From an optimization exercise on the open Yosys and OpenROAD flow, aimed at small area and a short achievable clock period; shortcuts taken in it are not production practice. The RTL was checked by simulation tests, not by an equivalence proof against the original design.

--- flow/design.v ---
module mrr_reduce (
    input  wire signed [31:0] x,
    output wire        [13:0] y
);
    localparam signed [31:0] Q = 32'sd9829;
    wire signed [31:0] t1 = (32'sd13 * x) >>> 17;
    wire signed [31:0] x1 = x - Q * t1;
    wire signed [31:0] t2 = (32'sd427 * x1 + 32'sd2097152) >>> 22;
    wire signed [31:0] x2 = x1 - Q * t2;
    wire signed [31:0] mask = x2 >>> 31;
    wire signed [31:0] r    = x2 + (Q & mask);
    assign y = r[13:0];
endmodule
module conv4 (
    input  wire         clk,
    input  wire         rst,         
    input  wire         in_valid,
    input  wire [55:0]  f,           
    input  wire [55:0]  g,           
    output wire         out_valid,
    output wire [127:0] p            
);
    reg [3:0] vld;
    always @(posedge clk) begin
        if (rst) vld <= 4'b0;
        else     vld <= {vld[2:0], in_valid};
    end
    assign out_valid = vld[3];
    reg [13:0] fa [0:3];
    reg [13:0] ga [0:3];
    integer n;
    always @(posedge clk) begin
        for (n = 0; n < 4; n = n + 1) begin
            fa[n] <= f[14*n +: 14];
            ga[n] <= g[14*n +: 14];
        end
    end
    reg signed [31:0] prod [0:15];
    integer i, j;
    always @(posedge clk) begin
        for (i = 0; i < 4; i = i + 1)
            for (j = 0; j < 4; j = j + 1)
                prod[4*i+j] <= $signed({18'd0, fa[i]}) * $signed({18'd0, ga[j]});
    end
    wire [13:0] red_w [0:15];
    reg  [13:0] red   [0:15];
    genvar k;
    generate
        for (k = 0; k < 16; k = k + 1) begin : g_red
            mrr_reduce u_red (.x(prod[k]), .y(red_w[k]));
        end
    endgenerate
    integer m;
    always @(posedge clk) begin
        for (m = 0; m < 16; m = m + 1)
            red[m] <= red_w[m];
    end
    reg [15:0] acc [0:7];
    reg [15:0] sum [0:7];
    integer a, b, d;
    always @(*) begin
        for (d = 0; d < 8; d = d + 1)
            sum[d] = 16'd0;
        for (a = 0; a < 4; a = a + 1)
            for (b = 0; b < 4; b = b + 1)
                sum[a+b] = sum[a+b] + {2'b00, red[4*a+b]};
    end
    integer e;
    always @(posedge clk) begin
        for (e = 0; e < 8; e = e + 1)
            acc[e] <= sum[e];
    end
    genvar o;
    generate
        for (o = 0; o < 8; o = o + 1) begin : g_out
            assign p[16*o +: 16] = acc[o];
        end
    endgenerate
endmodule
--- flow/run.sh ---
#!/bin/bash
# synth_recipe.tcl (not shown) runs the flow's synth.tcl, then flattens the netlist and writes it again
# the make line also repeats each setting of config.mk as NAME=value (left out here)
make -C /OpenROAD-flow-scripts/flow DESIGN_CONFIG=/design/flow/config.mk WORK_HOME=/design/flow/orfs CLKGATE_MAP_FILE= SYNTH_SCRIPT=/design/flow/synth_recipe.tcl finish
--- flow/config.mk ---
export PLATFORM = sky130hd
export DESIGN_NAME = conv4
export DESIGN_NICKNAME = conv4
export VERILOG_FILES = /design/flow/design.v
export SDC_FILE = /design/flow/constraint.sdc
export NUM_CORES = 4
export LEC_CHECK = 0
export CAP_MARGIN = 20
export CORE_MARGIN = 2
export CORE_UTILIZATION = 40
export SLEW_MARGIN = 20
--- flow/constraint.sdc ---
create_clock -name core_clock -period 24.0 [get_ports {clk}]
set_input_delay 4.8000 -clock core_clock [delete_from_list [all_inputs] [get_ports {clk}]]
set_output_delay 4.8000 -clock core_clock [all_outputs]
set_load 0.01 [all_outputs]
==> key figures <==
Status
  • Status: timing/DRC/antenna clean

Cells and area
  • Fin cells: 53505
  • Finished Cell Area: 396000 um^2
  • Relative area change from synthesis to final layout: 6.26%
  • Fraction of the core area covered by cells at the end of the flow: 42.6%
  • Count of nets after finishing: 55704
  • Fraction of layout instances using a drive strength above 1: 2.19%

Worst setup path
  • CP Launch Type: register
  • Arrival time at the worst endpoint: 22940 ps
  • Classification of the worst setup path: register to register
  • Crit path capture type: register
  • Slowest cell on crit path: dfxtp_1
  • Worst reg2reg setup slack: 1760 ps
  • Worst-path fanout max: 14
  • Delay of the slowest critical-path stage: 730 ps
  • Data required time at the worst endpoint: 24700 ps
  • Crit path top cell by count: fa_1

Floorplan
  • Placeable core region: 929000 um^2
  • Rows: 354
  • Initial core utilization: 40.1%
  • Die outline height: around 970 um
  • Horizontal die dimension: 969 um
  • Die area: ~940000 um^2
  • I/O pin total: 244

Synthesis
  • Yosys warns: 13
  • Share of synthesized flip-flops with an asynchronous set or reset: 0%
  • Synth unique cells: about 110
  • Netlist area before placement: 373000 um^2
  • Sequential fraction of the synthesis area: 4.80%
  • Number of enable flip-flop cells after synthesis: 0
  • Most instantiated flip-flop cell in the synthesis netlist: dfxtp_1
  • Synth Area per Inst: 9.09 um^2
  • Gate count of the mapped netlist: 40981
  • Register bit count reported by yosys: 894

Global routing
  • Antenna violations before repair: about 100
  • Number of global-route vias before repair: 279585
  • Total global routing track utilization: 19.8%
  • Total congestion overflow: 0
  • Pin count of the biggest net entering global routing: 57
  • First-pass GRT wire length: 1500 mm

Flow run
  • Max Cap Violations: 0

Place
  • Placed cell count: 53113
  • Cell area after placement: 391000 um^2
  • Port Buffer Count: between 200 and 250
  • Post-detailed-placement half-perimeter wirelength: ~800 mm
  • Routability cong.: 0.889

CTS
  • Master cell of the clock root buffer: clkbuf_16
  • Register clock-pin slew on the reported worst setup and hold paths: around 60 ps
  • Post-CTS Repair Setup Buffers: 0
  • Number of buffers on the longest clock path: 4
  • Clock latency on the worst-skew pair: 950 ps
  • Number of CTS-inserted buffers: 145
  • Clock H-tree levels: 4
  • Clock Sinks: 894
  • Clock tree from TritonCTS: built

Min path
  • Path category of the worst min-delay check: register to register

Timing
  • Crit share post-route: 92.7%
  • Maximum achievable frequency: between 40 and 50 MHz
  • Worst max-slew margin expressed relative to the limit: a little under a quarter
  • Setup repair after global routing missed its margin: false
  • Final clock skew: 150 ps
  • Final hold violation count: 0
  • Number of pins with negative max-slew slack in the final report: 0
  • Transition time at the pin with the least slew margin: approximately 1200 ps
  • Final TNS setup: 0 ps
  • Final setup violation count: 0
  • Minimum clock period after layout: 22240 ps

Drt
  • Number of vias per cell after detailed routing: 4.82
  • Iteration count of the initial detailed-routing pass: 6
  • Vias: 258042
  • Post-route DRC violation count: 0
  • Average routed wire per standard cell: 17.1 um
  • ANT nets after route: 0
  • Number of violations reported at the end of detailed-routing iteration 0: 11179
  • Total wire length: 916 mm
## per-layer routing
layer | vias up | share of wire (%) | track usage [%]
met5 | - | 0.0075 | 0
met4 | 10 | 2.7 | 4.74
met3 | 757 | 3.9 | 1.70
met2 | 3867 | 47 | 33.7
met1 | 128177 | 47 | 27.5
li1 | 125231 | - | -
## Yosys cell counts (all sizes together) (164+ instances only)
master  instances  area share (%)
fa           6236              33
clkbuf        707            0.71
a21oi        1132             1.5
a21o          692             1.4
nor3          320            0.43
o21ai         637            0.86
nand3         285            0.38
xor2          629             1.5
xnor2        1535             3.6
nand2        2471             2.5
and2         1475             2.5
ha           8373              28
o21bai        291            0.59
nand2b        198            0.33
nor2b         271            0.46
nor2          976            0.99
dfxtp         894             4.8
o21a          164            0.33
inv         12178              12
## cell usage in the layout (no fill, tap or decap), types with 64 or more instances in the layout
| master | instances |
|---|---|
| and2_1 | 1475 |
| nand3_1 | 284 |
| or3_1 | 89 |
| o31ai_1 | 64 |
| clkbuf_16 | 149 |
| fa_1 | 6236 |
| a21oi_1 | 1130 |
| a31oi_1 | 85 |
| o21bai_1 | 291 |
| o21a_1 | 164 |
| nand4_1 | 127 |
| and3_1 | 135 |
| a211oi_1 | 105 |
| xor2_1 | 615 |
| a21o_1 | 692 |
| clkdlybuf4s50_1 | 221 |
| xnor2_1 | 1508 |
| inv_1 | 12172 |
| nand2_1 | 2471 |
| nor3_1 | 319 |
| diode_2 | 132 |
| buf_4 | 356 |
| dfxtp_2 | 100 |
| nand2b_1 | 198 |
| ha_1 | 8373 |
| o21ai_0 | 585 |
| dfxtp_1 | 782 |
| nor2b_1 | 270 |
| nor2_1 | 975 |
## critical path: cells and delay by family, from the launching register on
| family | cells | cell delay (ps) |
|---|---|---|
| xor+xnor | 5 | 1390 |
| buf+inv | 12 | 1130 |
| simple gates | 13 | 2310 |
| flops | 1 | 730 |
| fa+ha+maj | 22 | 9110 |
| compound gates | 33 | 7350 |
## cell families (layout without fill, tap and decap cells)
| kind of cell | after synthesis | count (layout) | synth area share (%) |
|---|---|---|---|
| simple gates | 6540 | 6540 | 8.51 |
| flops | 894 | 894 | 4.80 |
| fa+ha+maj | 14640 | 14640 | 61.7 |
| other cells | 1 | 154 | 0.00101 |
| buf+inv | 12931 | 13020 | 13.1 |
| compound gates | 3771 | 3771 | 6.62 |
| xor+xnor | 2195 | 2195 | 5.29 |
| mux | 9 | 9 | 0.0259 |
## final cells by class
class                   instances  area (um^2)
fillers                     90584       533000
repair buffers                582         4960
clock inverters                83         1120
flip-flops and latches        894        18100
diodes                        132          330
inverters                   12180        45700
well taps                   12282        15400
clock buffers                 175         3960
multi-input cells           27177       306000
## repair_timing
item,CTS,global route
setup endpoints to repair,0,4
gates resized for setup,0,2
hold buffers,0,0
## path summary, 6_finish.rpt
path          startpoint     endpoint  cells after the start
min reg2reg    red[0][6]    acc[0][6]                      0
min            red[0][6]    acc[0][6]                      0
max reg2reg  prod[12][4]  red[12][11]                     85
max          prod[12][4]  red[12][11]                     85
## through the flow
stage | setup slack, ps | hold slack [ps]
2_1_floorplan | 4110 | 310
3_3_place_gp | 1670 | 314
3_5_place_dp | 1720 | 312
4_1_cts | 1650 | 325
5_1_grt | 139 | 328
6_report | 1760 | 322
## sequential cells by signal (all words and copies together), names as in the netlist
signal  flops
vld         4
prod      448
acc       106
ga         56
fa         56
red       224

-- port drivers added, routing unchanged --
How much do the figures lean on ideal ports? The routed layout below was timed once more, with nothing changed but the port constraints. Step 1 sets driving cells, clkbuf_16 on the clock port and buf_2 on the other inputs (assumed; they add their load-dependent delay and slew). Step 2 times the ports against the registers' clock, not the clock port: input delays grow and output delays shrink by t, the midpoint of the rising clock arrivals with the driver on. Slacks: ideal / step 1 / step 2; pairs: ideal / step 1.
shift t [ns]: 1.006
setup slack, ns: 1.762 / 1.762 / 1.762
worst setup path after step 2: register to register
latest minus earliest clock arrival (ns): 0.156 / 0.155
After both steps setup and hold are still met in this run. The setup slack of this run moves by 0.000 ns with the drivers and by 0.000 ns with both steps.
